From an optimization exercise on the open Yosys and OpenROAD flow, aimed at small area, a short achievable clock period and few clock cycles per item; shortcuts taken in it are not production practice.
Only simulation tests tie the RTL to the original design; equivalence was not proved.
Power is estimated from default activity; no workload was simulated.

`config.mk`:
```
export PLATFORM = sky130hd
export DESIGN_NAME = bfm
export DESIGN_NICKNAME = bfm
export VERILOG_FILES = /design/flow/design.v
export SDC_FILE = /design/flow/constraint.sdc
export NUM_CORES = 4
export LEC_CHECK = 0
export CAP_MARGIN = 20
export CORE_MARGIN = 2
export CORE_UTILIZATION = 30
export SETUP_SLACK_MARGIN = 1.0
export SLEW_MARGIN = 20
```
`constraint.sdc`:
```
create_clock -name core_clock -period 20.0 [get_ports {clk}]
set_input_delay 4.0000 -clock core_clock [delete_from_list [all_inputs] [get_ports {clk}]]
set_output_delay 4.0000 -clock core_clock [all_outputs]
set_load 0.01 [all_outputs]
```
`design.v`:
```
module bfm (
    input  wire        clk,
    input  wire        rst,
    input  wire [6:0]  dev_addr,
    input  wire        cmd_valid,
    output wire        cmd_ready,
    input  wire [7:0]  cmd_op,
    input  wire [3:0]  cmd_reg,
    input  wire [3:0]  cmd_seg,
    input  wire [7:0]  cmd_n0,
    input  wire [7:0]  cmd_n1,
    input  wire [32:0] cmd_ival,
    input  wire [7:0]  cmd_raddr,
    input  wire [1:0]  cmd_mode,
    input  wire [7:0]  cmd_vlen,
    input  wire [63:0] cmd_vec,
    input  wire [7:0]  cmd_blen,
    input  wire [31:0] cmd_bytes,
    output wire        rsp_valid,
    input  wire        rsp_ready,
    output reg  [7:0]  rsp_status,
    output reg  [31:0] rsp_uval,
    output reg  [32:0] rsp_sval,
    output reg  [7:0]  rsp_n0,
    output reg  [7:0]  rsp_n1,
    output reg  [7:0]  rsp_raddr,
    output reg  [1:0]  rsp_mode,
    output reg  [5:0]  rsp_vlen,
    output reg  [31:0] rsp_vec,
    output reg  [2:0]  rsp_blen,
    output reg  [31:0] rsp_bytes,
    output reg  [1:0]  rsp_which,
    output reg  [3:0]  rsp_name,
    output reg  [7:0]  rsp_a,
    output reg  [7:0]  rsp_b,
    output reg  [31:0] rsp_mask,
    output wire        tr_req_valid,
    input  wire        tr_req_ready,
    output wire        tr_req_kind,
    output wire [6:0]  tr_req_dev,
    output reg  [7:0]  tr_req_ra,
    output reg  [2:0]  tr_req_count,
    output reg  [2:0]  tr_req_wlen,
    output reg  [31:0] tr_req_wbytes,
    input  wire        tr_rsp_valid,
    output wire        tr_rsp_ready,
    input  wire [7:0]  tr_rsp_status,
    input  wire [7:0]  tr_rsp_rlen,
    input  wire [31:0] tr_rsp_rbytes
);
    localparam OP_TOBITS   = 8'h01, OP_TOINT   = 8'h02, OP_TOTC   = 8'h03,
               OP_NBYTES   = 8'h04, OP_PADBYTES = 8'h05,
               OP_REGADD   = 8'h10, OP_SEGADD  = 8'h11, OP_REGGET = 8'h12,
               OP_SEGGET   = 8'h13, OP_TOTBITS = 8'h14, OP_TOTBYTES = 8'h15,
               OP_SETBITS  = 8'h20, OP_SEGUPD  = 8'h21, OP_SEGINT = 8'h22,
               OP_SEGTC    = 8'h23, OP_READ    = 8'h30, OP_WRITE  = 8'h31;
    localparam ST_OK = 8'h00, ST_CONFIG = 8'h01, ST_LENGTH = 8'h02,
               ST_INVBIT = 8'h03, ST_RANGE = 8'h04, ST_NOTFOUND = 8'h05,
               ST_DUP = 8'h06, ST_ACCESS = 8'h07, ST_INSUFF = 8'h08,
               ST_CONT = 8'h09, ST_OVERLAP = 8'h0A, ST_TRANSPORT = 8'h0B,
               ST_CAPACITY = 8'h0C, ST_EMPTY = 8'h0D, ST_ILLEGAL = 8'h0E;
    integer i, r, s, t, g;
    reg st_idle;    
    reg st_x;       
    reg st_tw;      
    reg st_tr;      
    reg st_sr;      
    reg [2:0]  nregs;
    reg [3:0]  reg_name  [0:3];
    reg [7:0]  reg_raddr [0:3];
    reg [1:0]  reg_mode  [0:3];
    reg [2:0]  reg_nsegs [0:3];
    reg [7:0]  reg_tot   [0:3];    
    reg        reg_wok   [0:3];    
    reg [1:0]  reg_wl    [0:3];    
    reg [3:0]  seg_name [0:15];    
    reg [4:0]  seg_lsb  [0:15];
    reg [4:0]  seg_msb  [0:15];
    reg [31:0] seg_bits [0:15];    
    reg o_tobits, o_toint, o_totc, o_nbytes, o_pad, o_regadd, o_segadd,
        o_regget, o_segget, o_totbits, o_totbytes, o_setbits, o_segupd,
        o_segint, o_segtc, o_read, o_write, o_ill;
    reg [3:0]  c_reg, c_seg;
    reg [7:0]  c_a;         
    reg [7:0]  c_b;         
    reg [1:0]  c_mode;
    reg        c_big;       
    reg        c_f2;        
    reg [31:0] dq;          
    reg        vbad;
    reg [4:0]  vbidx;
    reg        vsgn;
    reg [3:0]  rhit;
    reg        rany;
    reg [3:0]  shit;
    reg        sany;
    reg [31:0] sel_bits;
    reg [4:0]  sel_lsb, sel_msb;
    reg        t_nz;
    reg [7:0]  t_stat, t_rlen;
    reg        t_fail;
    reg [1:0]  t_fidx;
    reg [1:0]  w_code;
    reg        pend;        
    reg [6:0]  dev_q;
    wire i_tobits = cmd_op == OP_TOBITS;
    wire i_toint  = cmd_op == OP_TOINT;
    wire i_totc   = cmd_op == OP_TOTC;
    wire i_nbytes = cmd_op == OP_NBYTES;
    wire i_pad    = cmd_op == OP_PADBYTES;
    wire i_regadd = cmd_op == OP_REGADD;
    wire i_segadd = cmd_op == OP_SEGADD;
    wire i_regget = cmd_op == OP_REGGET;
    wire i_segget = cmd_op == OP_SEGGET;
    wire i_totbits = cmd_op == OP_TOTBITS;
    wire i_totbytes = cmd_op == OP_TOTBYTES;
    wire i_setbits = cmd_op == OP_SETBITS;
    wire i_segupd = cmd_op == OP_SEGUPD;
    wire i_segint = cmd_op == OP_SEGINT;
    wire i_segtc  = cmd_op == OP_SEGTC;
    wire i_read   = cmd_op == OP_READ;
    wire i_write  = cmd_op == OP_WRITE;
    wire i_ill = !(i_tobits | i_toint | i_totc | i_nbytes | i_pad | i_regadd |
                   i_segadd | i_regget | i_segget | i_totbits | i_totbytes |
                   i_setbits | i_segupd | i_segint | i_segtc | i_read | i_write);
    reg [31:0] i_vmask, i_vbits;
    reg        i_vbad, i_vsgn;
    reg [4:0]  i_vbidx;
    reg [31:0] i_n0mask;
    reg        i_range;
    reg [3:0]  i_rhit, i_shit;
    reg [15:0] i_slot;
    reg [31:0] i_sbits;
    reg [4:0]  i_slsb, i_smsb;
    always @* begin
        for (i = 0; i < 32; i = i + 1) begin
            i_vmask[i] = (cmd_vlen > i);
            i_vbits[i] = cmd_vec[2*i] & i_vmask[i];
        end
        i_vbad  = 1'b0;
        i_vbidx = 5'd0;
        for (i = 31; i >= 0; i = i - 1)
            if (cmd_vec[2*i+1] & i_vmask[i]) begin
                i_vbad  = 1'b1;
                i_vbidx = i[4:0];
            end
        i_vsgn = 1'b0;
        for (i = 0; i < 32; i = i + 1)
            if (cmd_vlen == i + 1) i_vsgn = cmd_vec[2*i];
        for (i = 0; i < 32; i = i + 1)
            i_n0mask[i] = (cmd_n0 <= i);
        i_range = cmd_ival[32] | (|(cmd_ival[31:0] & i_n0mask));
        for (r = 0; r < 4; r = r + 1)
            i_rhit[r] = (r < nregs) && (reg_name[r] == cmd_reg);
        for (r = 0; r < 4; r = r + 1)
            for (s = 0; s < 4; s = s + 1)
                i_slot[r*4+s] = i_rhit[r] && (s < reg_nsegs[r]) &&
                                (seg_name[r*4+s] == cmd_seg);
        for (s = 0; s < 4; s = s + 1)
            i_shit[s] = i_slot[s] | i_slot[4+s] | i_slot[8+s] | i_slot[12+s];
        i_sbits = 32'd0;
        i_slsb  = 5'd0;
        i_smsb  = 5'd0;
        for (t = 0; t < 16; t = t + 1) begin
            i_sbits = i_sbits | ({32{i_slot[t]}} & seg_bits[t]);
            i_slsb  = i_slsb  | ({5{i_slot[t]}} & seg_lsb[t]);
            i_smsb  = i_smsb  | ({5{i_slot[t]}} & seg_msb[t]);
        end
    end
    wire [1:0] ridx = {rhit[3] | rhit[2], rhit[3] | rhit[1]};
    wire [1:0] sidx = {shit[3] | shit[2], shit[3] | shit[1]};
    reg [2:0]  nsegs_sel;
    reg [7:0]  raddr_sel;
    reg [1:0]  mode_sel;
    reg [7:0]  tot_sel;
    reg        wok_sel;
    reg [1:0]  wl_sel;
    reg [4:0]  lsb_s [0:3];
    reg [4:0]  msb_s [0:3];
    reg [3:0]  name_s [0:3];
    reg [3:0]  val_s;
    reg [31:0] win_s [0:3];
    reg [31:0] le_s  [0:3];
    reg [31:0] own1, own2, le_all, gaps;
    reg [31:0] pack;
    always @* begin
        nsegs_sel = 3'd0; raddr_sel = 8'd0; mode_sel = 2'd0; tot_sel = 8'd0;
        wok_sel = 1'b0; wl_sel = 2'd0;
        for (r = 0; r < 4; r = r + 1) begin
            nsegs_sel = nsegs_sel | ({3{rhit[r]}} & reg_nsegs[r]);
            raddr_sel = raddr_sel | ({8{rhit[r]}} & reg_raddr[r]);
            mode_sel  = mode_sel  | ({2{rhit[r]}} & reg_mode[r]);
            tot_sel   = tot_sel   | ({8{rhit[r]}} & reg_tot[r]);
            wok_sel   = wok_sel   | (rhit[r] & reg_wok[r]);
            wl_sel    = wl_sel    | ({2{rhit[r]}} & reg_wl[r]);
        end
        for (s = 0; s < 4; s = s + 1) begin
            lsb_s[s] = 5'd0; msb_s[s] = 5'd0; name_s[s] = 4'd0;
            for (r = 0; r < 4; r = r + 1) begin
                lsb_s[s]  = lsb_s[s]  | ({5{rhit[r]}} & seg_lsb[r*4+s]);
                msb_s[s]  = msb_s[s]  | ({5{rhit[r]}} & seg_msb[r*4+s]);
                name_s[s] = name_s[s] | ({4{rhit[r]}} & seg_name[r*4+s]);
            end
            val_s[s] = (s < nsegs_sel);
            for (g = 0; g < 32; g = g + 1) begin
                le_s[s][g]  = (g <= msb_s[s]);
                win_s[s][g] = (g >= lsb_s[s]) && (g <= msb_s[s]);
            end
        end
        own1 = 32'd0; own2 = 32'd0; le_all = 32'd0;
        for (s = 0; s < 4; s = s + 1) begin
            own2   = own2 | (own1 & win_s[s] & {32{val_s[s]}});
            own1   = own1 | (win_s[s] & {32{val_s[s]}});
            le_all = le_all | (le_s[s] & {32{val_s[s]}});
        end
        gaps = le_all & ~own1;
        pack = 32'd0;
        for (r = 0; r < 4; r = r + 1)
            for (s = 0; s < 4; s = s + 1)
                pack = pack | ({32{rhit[r] && (s < reg_nsegs[r])}} & seg_bits[r*4+s]);
    end
    wire       chk_ok = (nsegs_sel != 3'd0) && (gaps == 32'd0) && (own2 == 32'd0);
    wire [1:0] chk_wl = le_all[24] ? 2'd3 : le_all[16] ? 2'd2 : le_all[8] ? 2'd1 : 2'd0;
    wire [5:0]  width    = {1'b0, sel_msb} - {1'b0, sel_lsb} + 6'd1;
    wire [2:0]  need_sel = {1'b0, sel_msb[4:3]} + 3'd1;
    wire [31:0] shr      = sel_bits >> sel_lsb;
    wire [31:0] shl      = dq << sel_lsb;
    wire        ssgn     = sel_bits[sel_msb];
    reg  [31:0] ext_s, ext_v;
    always @* begin
        for (g = 0; g < 32; g = g + 1) begin
            ext_s[g] = (g >= width);
            ext_v[g] = (g >= c_a);
        end
    end
    wire [7:0]  tot_pad  = tot_sel + 8'd7;
    wire [8:0]  a_pad    = {1'b0, c_a} + 9'd7;
    wire        rcap_ok  = (tot_sel <= 8'd32);
    wire go_tr   = (o_read  & rany & mode_sel[0] & rcap_ok) |
                   (o_write & rany & mode_sel[1] & wok_sel);
    wire go_slow = o_write & rany & mode_sel[1] & !wok_sel;
    reg [7:0] f_status;
    reg [1:0] f_which;
    reg       f_ok;
    reg [7:0] f_a, f_b;
    always @* begin
        f_status = ST_OK; f_which = 2'd0; f_a = c_a; f_b = c_b;
        if (o_ill) begin
            f_status = ST_ILLEGAL;
        end else if (o_tobits) begin
            if (c_big) begin f_status = ST_CAPACITY; f_which = 2'd2; end
            else if (c_f2) f_status = ST_RANGE;
        end else if (o_toint | o_totc | o_pad) begin
            if (c_big) begin f_status = ST_CAPACITY; f_which = 2'd2; end
            else if (vbad) begin f_status = ST_INVBIT; f_a = {3'd0, vbidx}; end
        end else if (o_nbytes) begin
            f_status = ST_OK;
        end else if (o_regadd) begin
            if (rany) f_status = ST_DUP;
            else if (nregs[2]) f_status = ST_CAPACITY;
        end else if (!rany) begin
            f_status = ST_NOTFOUND;
        end else if (o_segadd) begin
            if (c_f2) f_status = ST_CONFIG;
            else if (sany) begin f_status = ST_DUP; f_which = 2'd1; end
            else if (c_big) begin f_status = ST_CAPACITY; f_which = 2'd2; end
            else if (nsegs_sel[2]) begin f_status = ST_CAPACITY; f_which = 2'd1; end
        end else if (o_read) begin
            if (!mode_sel[0]) f_status = ST_ACCESS;
            else if (!rcap_ok) begin f_status = ST_CAPACITY; f_which = 2'd3; end
        end else if (o_write) begin
            if (!mode_sel[1]) f_status = ST_ACCESS;
        end else if (o_regget | o_totbits | o_totbytes) begin
            f_status = ST_OK;
        end else if (!sany) begin
            f_status = ST_NOTFOUND; f_which = 2'd1;
        end else if (o_setbits) begin
            if (c_a != {2'd0, width}) begin
                f_status = ST_LENGTH; f_a = {2'd0, width}; f_b = c_a;
            end else if (vbad) begin
                f_status = ST_INVBIT; f_a = {3'd0, vbidx};
            end
        end else if (o_segupd) begin
            if (c_big) begin f_status = ST_CAPACITY; f_which = 2'd3; end
            else if (c_a < {5'd0, need_sel}) begin
                f_status = ST_INSUFF; f_a = {5'd0, need_sel}; f_b = c_a;
            end
        end
        f_ok = (f_status == ST_OK);
    end
    wire [2:0] need_f = {1'b0, msb_s[t_fidx][4:3]} + 3'd1;
    always @* begin
        rsp_status = f_status;
        rsp_which  = f_which;
        rsp_name   = (o_regadd | !rany) ? c_reg : c_seg;
        rsp_a      = f_a;
        rsp_b      = f_b;
        if (st_tr) begin
            rsp_status = t_nz ? ST_TRANSPORT : (o_read & t_fail) ? ST_INSUFF : ST_OK;
            rsp_name   = name_s[t_fidx];
            rsp_a      = t_nz ? t_stat : {5'd0, need_f};
            rsp_b      = t_rlen;
        end
        if (st_sr)
            rsp_status = (w_code == 2'd0) ? ST_EMPTY : (w_code == 2'd1) ? ST_CONT : ST_OVERLAP;
        rsp_mask  = dq;
        rsp_bytes = dq;
        rsp_blen  = a_pad[5:3];
        rsp_vec   = o_segget ? shr : dq;
        rsp_vlen  = o_segget ? width : c_a[5:0];
        rsp_sval  = o_segtc ? {ssgn, shr | ({32{ssgn}} & ext_s)}
                            : {vsgn, dq  | ({32{vsgn}} & ext_v)};
        rsp_uval  = o_segint ? shr : o_toint ? dq :
                    o_segget ? {30'd0, sidx} :
                    o_regget ? {29'd0, nsegs_sel} :
                    o_totbits ? {24'd0, tot_sel} :
                    o_totbytes ? {27'd0, tot_pad[7:3]} :
                    {26'd0, a_pad[8:3]};
        rsp_n0    = o_regadd ? {5'd0, nregs} : o_segadd ? {5'd0, nsegs_sel} :
                    o_regget ? {6'd0, ridx} : {3'd0, sel_lsb};
        rsp_n1    = {3'd0, sel_msb};
        rsp_raddr = raddr_sel;
        rsp_mode  = mode_sel;
        tr_req_ra     = raddr_sel;
        tr_req_count  = tot_pad[5:3];
        tr_req_wlen   = {1'b0, wl_sel} + 3'd1;
        tr_req_wbytes = pack;
    end
    assign cmd_ready    = st_idle;
    assign rsp_valid    = (st_x & !go_tr & !go_slow) | st_tr | st_sr;
    assign tr_req_valid = st_x & go_tr;
    assign tr_req_kind  = o_write;
    assign tr_req_dev   = dev_q;
    assign tr_rsp_ready = st_tw;
    wire x_done   = st_x & !go_tr & !go_slow & rsp_ready;
    wire do_regadd = x_done & o_regadd & f_ok;
    wire do_segadd = x_done & o_segadd & f_ok;
    wire do_set    = x_done & (o_setbits | o_segupd) & f_ok;
    wire do_read   = st_tr & rsp_ready & o_read & !t_nz;
    reg [31:0] wdata [0:3];
    reg [15:0] wen;
    always @* begin
        for (s = 0; s < 4; s = s + 1)
            wdata[s] = (o_setbits ? shl : dq) & win_s[s] & {32{!o_segadd}};
        for (r = 0; r < 4; r = r + 1)
            for (s = 0; s < 4; s = s + 1)
                wen[r*4+s] = rhit[r] & (
                    (do_set & shit[s]) |
                    (do_segadd & (nsegs_sel == s)) |
                    (do_read & (s < nsegs_sel) & (!t_fail | (s < t_fidx))));
    end
    always @(posedge clk) begin
        for (t = 0; t < 16; t = t + 1)
            if (wen[t]) seg_bits[t] <= wdata[t % 4];
        for (r = 0; r < 4; r = r + 1)
            for (s = 0; s < 4; s = s + 1)
                if (do_segadd & rhit[r] & (nsegs_sel == s)) begin
                    seg_name[r*4+s] <= c_seg;
                    seg_lsb[r*4+s]  <= c_a[4:0];
                    seg_msb[r*4+s]  <= c_b[4:0];
                end
        for (r = 0; r < 4; r = r + 1) begin
            if (do_regadd & (nregs[1:0] == r)) begin
                reg_name[r]  <= c_reg;
                reg_raddr[r] <= c_b;
                reg_mode[r]  <= c_mode;
                reg_nsegs[r] <= 3'd0;
                reg_tot[r]   <= 8'd0;
                reg_wok[r]   <= 1'b0;
                reg_wl[r]    <= 2'd0;
            end
            if (do_segadd & rhit[r]) begin
                reg_nsegs[r] <= nsegs_sel + 3'd1;
                reg_tot[r]   <= tot_sel + {3'd0, c_b[4:0]} - {3'd0, c_a[4:0]} + 8'd1;
            end
            if (pend & rhit[r]) begin
                reg_wok[r] <= chk_ok;
                reg_wl[r]  <= chk_wl;
            end
        end
    end
    always @(posedge clk) begin
        dev_q <= dev_addr;
        pend  <= do_segadd & !rst;
        if (rst) begin
            st_idle <= 1'b1; st_x <= 1'b0; st_tw <= 1'b0; st_tr <= 1'b0; st_sr <= 1'b0;
            nregs   <= 3'd0;
        end else begin
            if (do_regadd) nregs <= nregs + 3'd1;
            if (st_idle & cmd_valid) begin
                st_idle <= 1'b0; st_x <= 1'b1;
            end
            if (st_x) begin
                if (go_tr) begin
                    if (tr_req_ready) begin st_x <= 1'b0; st_tw <= 1'b1; end
                end else if (go_slow) begin
                    st_x <= 1'b0; st_sr <= 1'b1;
                end else if (rsp_ready) begin
                    st_x <= 1'b0; st_idle <= 1'b1;
                end
            end
            if (st_tw & tr_rsp_valid) begin st_tw <= 1'b0; st_tr <= 1'b1; end
            if ((st_tr | st_sr) & rsp_ready) begin
                st_tr <= 1'b0; st_sr <= 1'b0; st_idle <= 1'b1;
            end
        end
    end
    always @(posedge clk) begin
        if (st_idle) begin
            o_tobits <= i_tobits; o_toint <= i_toint; o_totc <= i_totc;
            o_nbytes <= i_nbytes; o_pad <= i_pad; o_regadd <= i_regadd;
            o_segadd <= i_segadd; o_regget <= i_regget; o_segget <= i_segget;
            o_totbits <= i_totbits; o_totbytes <= i_totbytes;
            o_setbits <= i_setbits; o_segupd <= i_segupd; o_segint <= i_segint;
            o_segtc <= i_segtc; o_read <= i_read; o_write <= i_write; o_ill <= i_ill;
            c_reg  <= cmd_reg;
            c_seg  <= cmd_seg;
            c_mode <= cmd_mode;
            c_a    <= (i_tobits | i_nbytes | i_segadd) ? cmd_n0 :
                      i_segupd ? cmd_blen : i_ill ? cmd_op : cmd_vlen;
            c_b    <= i_segadd ? cmd_n1 : cmd_raddr;
            c_big  <= i_tobits ? (cmd_n0 > 8'd32) :
                      i_segupd ? (cmd_blen > 8'd4) :
                      i_segadd ? (cmd_n1 >= 8'd32) : (cmd_vlen > 8'd32);
            c_f2   <= i_tobits ? i_range : (cmd_n0 > cmd_n1);
            dq     <= i_tobits ? cmd_ival[31:0] : i_segupd ? cmd_bytes : i_vbits;
            vbad   <= i_vbad;
            vbidx  <= i_vbidx;
            vsgn   <= i_vsgn;
            rhit   <= i_rhit;
            rany   <= |i_rhit;
            shit   <= i_shit;
            sany   <= |i_slot;
            sel_bits <= i_sbits;
            sel_lsb  <= i_slsb;
            sel_msb  <= i_smsb;
        end
        if (st_x & go_slow) begin
            dq     <= gaps != 32'd0 ? gaps : own2;
            w_code <= (nsegs_sel == 3'd0) ? 2'd0 : (gaps != 32'd0) ? 2'd1 : 2'd2;
        end
        if (st_tw & tr_rsp_valid) begin
            t_nz   <= tr_rsp_status != 8'd0;
            t_stat <= tr_rsp_status;
            t_rlen <= tr_rsp_rlen;
            dq     <= tr_rsp_rbytes;
            t_fail <= 1'b0;
            t_fidx <= 2'd0;
            for (s = 3; s >= 0; s = s - 1)
                if (val_s[s] && (tr_rsp_rlen < {6'd0, msb_s[s][4:3]} + 8'd1)) begin
                    t_fail <= 1'b1;
                    t_fidx <= s[1:0];
                end
        end
    end
endmodule
```
`run.sh`:
```
#!/bin/bash
# synth_recipe.tcl (not shown) runs the flow's synth.tcl, then flattens the netlist and writes it again
# the make line also repeats each setting of config.mk as NAME=value (left out here)
make -C /OpenROAD-flow-scripts/flow DESIGN_CONFIG=/design/flow/config.mk WORK_HOME=/design/flow/orfs CLKGATE_MAP_FILE= SYNTH_SCRIPT=/design/flow/synth_recipe.tcl finish
```
==> notes.md <==
## power groups by stage
stage	Clock [mW]	Combinational [mW]	Sequential, mW
6_report	2.05	1.48	2.46
5_1_grt	2.14	1.50	2.45
3_3_place_gp	0	1.41	2.50
3_5_place_dp	0	1.40	2.50
4_1_cts	2.06	1.41	2.45
2_1_floorplan	0	0.664	2.47
## cell usage after synthesis (all sizes together), types with 13 or more instances
master,instances
a2111oi,13
a211o,19
a211oi,105
a21o,28
a21oi,288
a221o,15
a221oi,99
a222oi,137
a22o,109
a22oi,386
a311oi,17
a31oi,108
and2,81
and3,66
and4,36
buf,168
clkbuf,302
dfxtp,16
edfxtp,1007
ha,63
inv,101
maj3,14
mux2,29
mux2i,76
mux4,59
nand2,652
nand2b,25
nand3,163
nand4,61
nor2,411
nor2b,55
nor3,171
nor4,55
nor4b,18
o2111ai,13
o211ai,39
o21a,24
o21ai,265
o22ai,67
o31ai,18
or2,21
or3,27
or4,21
xnor2,68
xor2,36
## cell families (layout without fill, tap and decap cells)
family / count (synthesis) / count (layout)
and+or+nand+nor: 1889 / 1889
AOI/OAI and AO/OA: 1872 / 1872
DFF: 1023 / 1023
buffers and inverters: 577 / 1072
muxes: 164 / 164
xor gates and xnor gates: 106 / 106
adders and majority gates: 83 / 83
other: 1 / 30
## metrics by stage
step | cells | cell area (sq um)
3_5_place_dp | 8667 | 68600
6_report | 8895 | 72300
4_1_cts | 8874 | 72200
3_3_place_gp | 8665 | 68600
2_1_floorplan | 5724 | 59900
5_1_grt | 8884 | 72300
## critical path, cell delays in order (launching register included)
cell and delay [ps]:
edfxtp_1 650, inv_1 90, ha_1 300, inv_1 40, ha_1 220, fa_1 440, xnor2_1 730, buf_4 330
xnor2_1 80, nor4_1 350, nand3_1 390, nor4_1 280, o21ai_0 120, a31oi_1 370, mux2_2 230, o21a_1 120
clkdlybuf4s50_1 560
## final cells by class
class | count | area [sq um]
Clock buffer | 127 | 2860
Inverter | 107 | 402
Multi-Input combinational cell | 4124 | 27400
Timing Repair Buffer | 758 | 6990
Fill cell | 19800 | 127000
Antenna cell | 20 | 50.0
Sequential cell | 1023 | 30600
Clock inverter | 80 | 697
Tap cell | 2656 | 3320
## worst max-delay path by stage
| stage | depth (start not counted) | slack (ps) | endpoint |
|---|---|---|---|
| floorplan | 19 | 10950 | rsp_b[0] |
| global placement | 16 | 10720 | rsp_status[0] |
| detailed placement | 16 | 10870 | rsp_status[0] |
| CTS | 16 | 10020 | rsp_status[0] |
| global route | 18 | 9650 | rsp_status[1] |
| finish | 16 | 9920 | rsp_status[0] |
## routing by layer
metal | global-route usage | vias up
li1 | - | 23500
met1 | 0.452 | 29700
met2 | 0.481 | 5209
met3 | 0.108 | 944
met4 | 0.176 | 14
met5 | 0 | -
==> summary.txt <==
Setup bufs post-CTS: 0
Yosys cell types: 99
Startpoint types: flip-flop
Worst-path clk slew: 60 ps
R2R depth: 17
Sequential share of the synthesized area: 0.510
DRT antenna net count: 0
DRC Markers: 0
Pwr/cell area: 82.9 nW/um^2
RSZ-0062 raised after global routing: no
Main synth FF type: edfxtp_1
Biggest register: seg_bits
GR Util All Layers: 0.337
Commonest non-fill, non-tap cells in the layout: edfxtp_1, nand2_1, clkdlybuf4s50_1, nor2_1, a22oi_1
Gp weighted congestion: 1.09
Nets@finish: 6440
Gate power share: 0.247
Pleak: 24.4 nW
Final setup skew: 60.3 ps
Final hold violations: 0
Gr ovfl total: 0
WS Path Type: reg -> out
Yosys reg bits: 1023
Clock sink count: 1023
Status: complete, no violations
Most common cell after layout, fill and taps aside: edfxtp_1
Final worst path period share: 0.504
Worst slew margin: 0.0918
FP Rows: 164
Max reg flops: 512
Area contributors post-synth: edfxtp_1, a22oi_1, nand2_1
Share of layout cells above drive strength 1: 0.101
Final critical-path required period: 10080 ps
TritonCTS clock tree: done
Post-Synthesis Cells: 5715
Via count: 59300
Core box area: 199000 sq um
Hold_sp: c_reg[2]
Mapped cell area: 59900 sq um
Drt pass-1 iters: 11
EDFF count, synth: 1007
Root Driver: clkbuf_16
WHS Path Cells: 0
Ys Warns: 18
Final Slew Violations: 0
Power Total: 5.99 mW
Largest net degree at the start of global routing: 70
Met1 WL: 138000 microns
Biggest regs: seg_bits x512, seg_lsb x80, seg_msb x80
Sequential Power Share: 0.410
XOR/XNOR Fraction of Synth Area: 0.0160
Vias in the first global route: 54500
DR WL/cell: 40.3 microns
First-pass GRT wire length: 476000 microns
Setup TNS Final: 0 ps
Clock power share: 0.343
Total die area: 203000 sq um
Syn Area/Cell: 10.5 sq um
Critical path arrival: 6080 ps
Worst slew pin tran: 1360 ps
RR Startpoint: rhit[3]
DR top layer: met5
Req. time, crit path: 16000 ps
Clk Latency, worst-skew pair: 820 ps
CTS buffer count: 109
Sw frac: 0.334
Met3 Wirelength: 49200 microns
Routed WL: 358000 microns
IO Count: 532
Setup slack, reg-to-reg: 12260 ps
Compound-Gate Fraction of Synth Area: 0.224
Hold_ws: 510 ps
Worst IR drop on VDD: 0.0777 mV
Initial Util: 0.301
Switching pwr: 2.00 mW
Max FO, Critical Path: 11
Crit path launch: sel_msb[1]
Chip Height: 451 microns
Crit. End Element: primary output
Share of the synthesized area in the top cell type: 0.505
Area growth, synth to finish: 20.7%
Initial antenna violation count: 39
Share of flip-flops with an asynchronous set or reset: 0
Die width: 451 microns
Mux contribution to synthesized area: 0.0403
Min-Delay Endpoint: reg_name[1][2]
HPWL after DPL: 260000 microns
CTS resizes: 0
IO buf count: 521
Vias per cell: 6.67
Pre-CTS setup slack: 10870 ps
# Max-Cap Violations: 0
Hold WC Path Type: reg -> reg
Setup ws final: 9920 ps
Final setup viols: 0
Starting DRT DRC Count: 12000
H-tree depth: 3
Synth Area in Adders: 0.0175
Pint: 3.99 mW
R2r endpoint: reg_wok[0]
Clk buf depth: 3
Fmax achieved: 0.0992 GHz
Post-CTS Hold Buffers: 0
Main combinational cell family by area after synthesis: compound AO/OA/AOI/OAI gates
Met2 wire length: 147000 microns
Synth Area in Simple Gates: 0.151
Final core utilization: 0.363
Area leader, netlist: edfxtp_1
Testbench counts, summed over its fixed seeds: cycles 7,815, items 3,200.

==> separate check: timing with driven ports <==
Ports are ideal in the flow. The routed layout listed here was re-timed in OpenROAD. Step 1 sets driving cells, clkbuf_16 on the clock port and buf_2 on the other inputs (assumed; they add their load-dependent delay and slew). Step 2 adds t to the input delays and takes it off the output delays; t is the mean of the earliest and latest rising clock arrival at the registers after step 1. Input paths then give back, and output paths get back, about the clock's delay inside the block. Three values: ideal, step 1, step 2; two values: the first two.
shift t [ns]: 0.871
setup WS [ns]: 9.916 / 9.832 / 10.703
hold slack, ns: 0.510 / 0.510 / 0.510
worst register clock-pin slew, ns: 0.08 / 0.08
pins driven straight from the clock port: 1
After both steps setup and hold are still met in this run. The setup slack of this run moves by -0.084 ns with the drivers and by +0.787 ns with both steps.
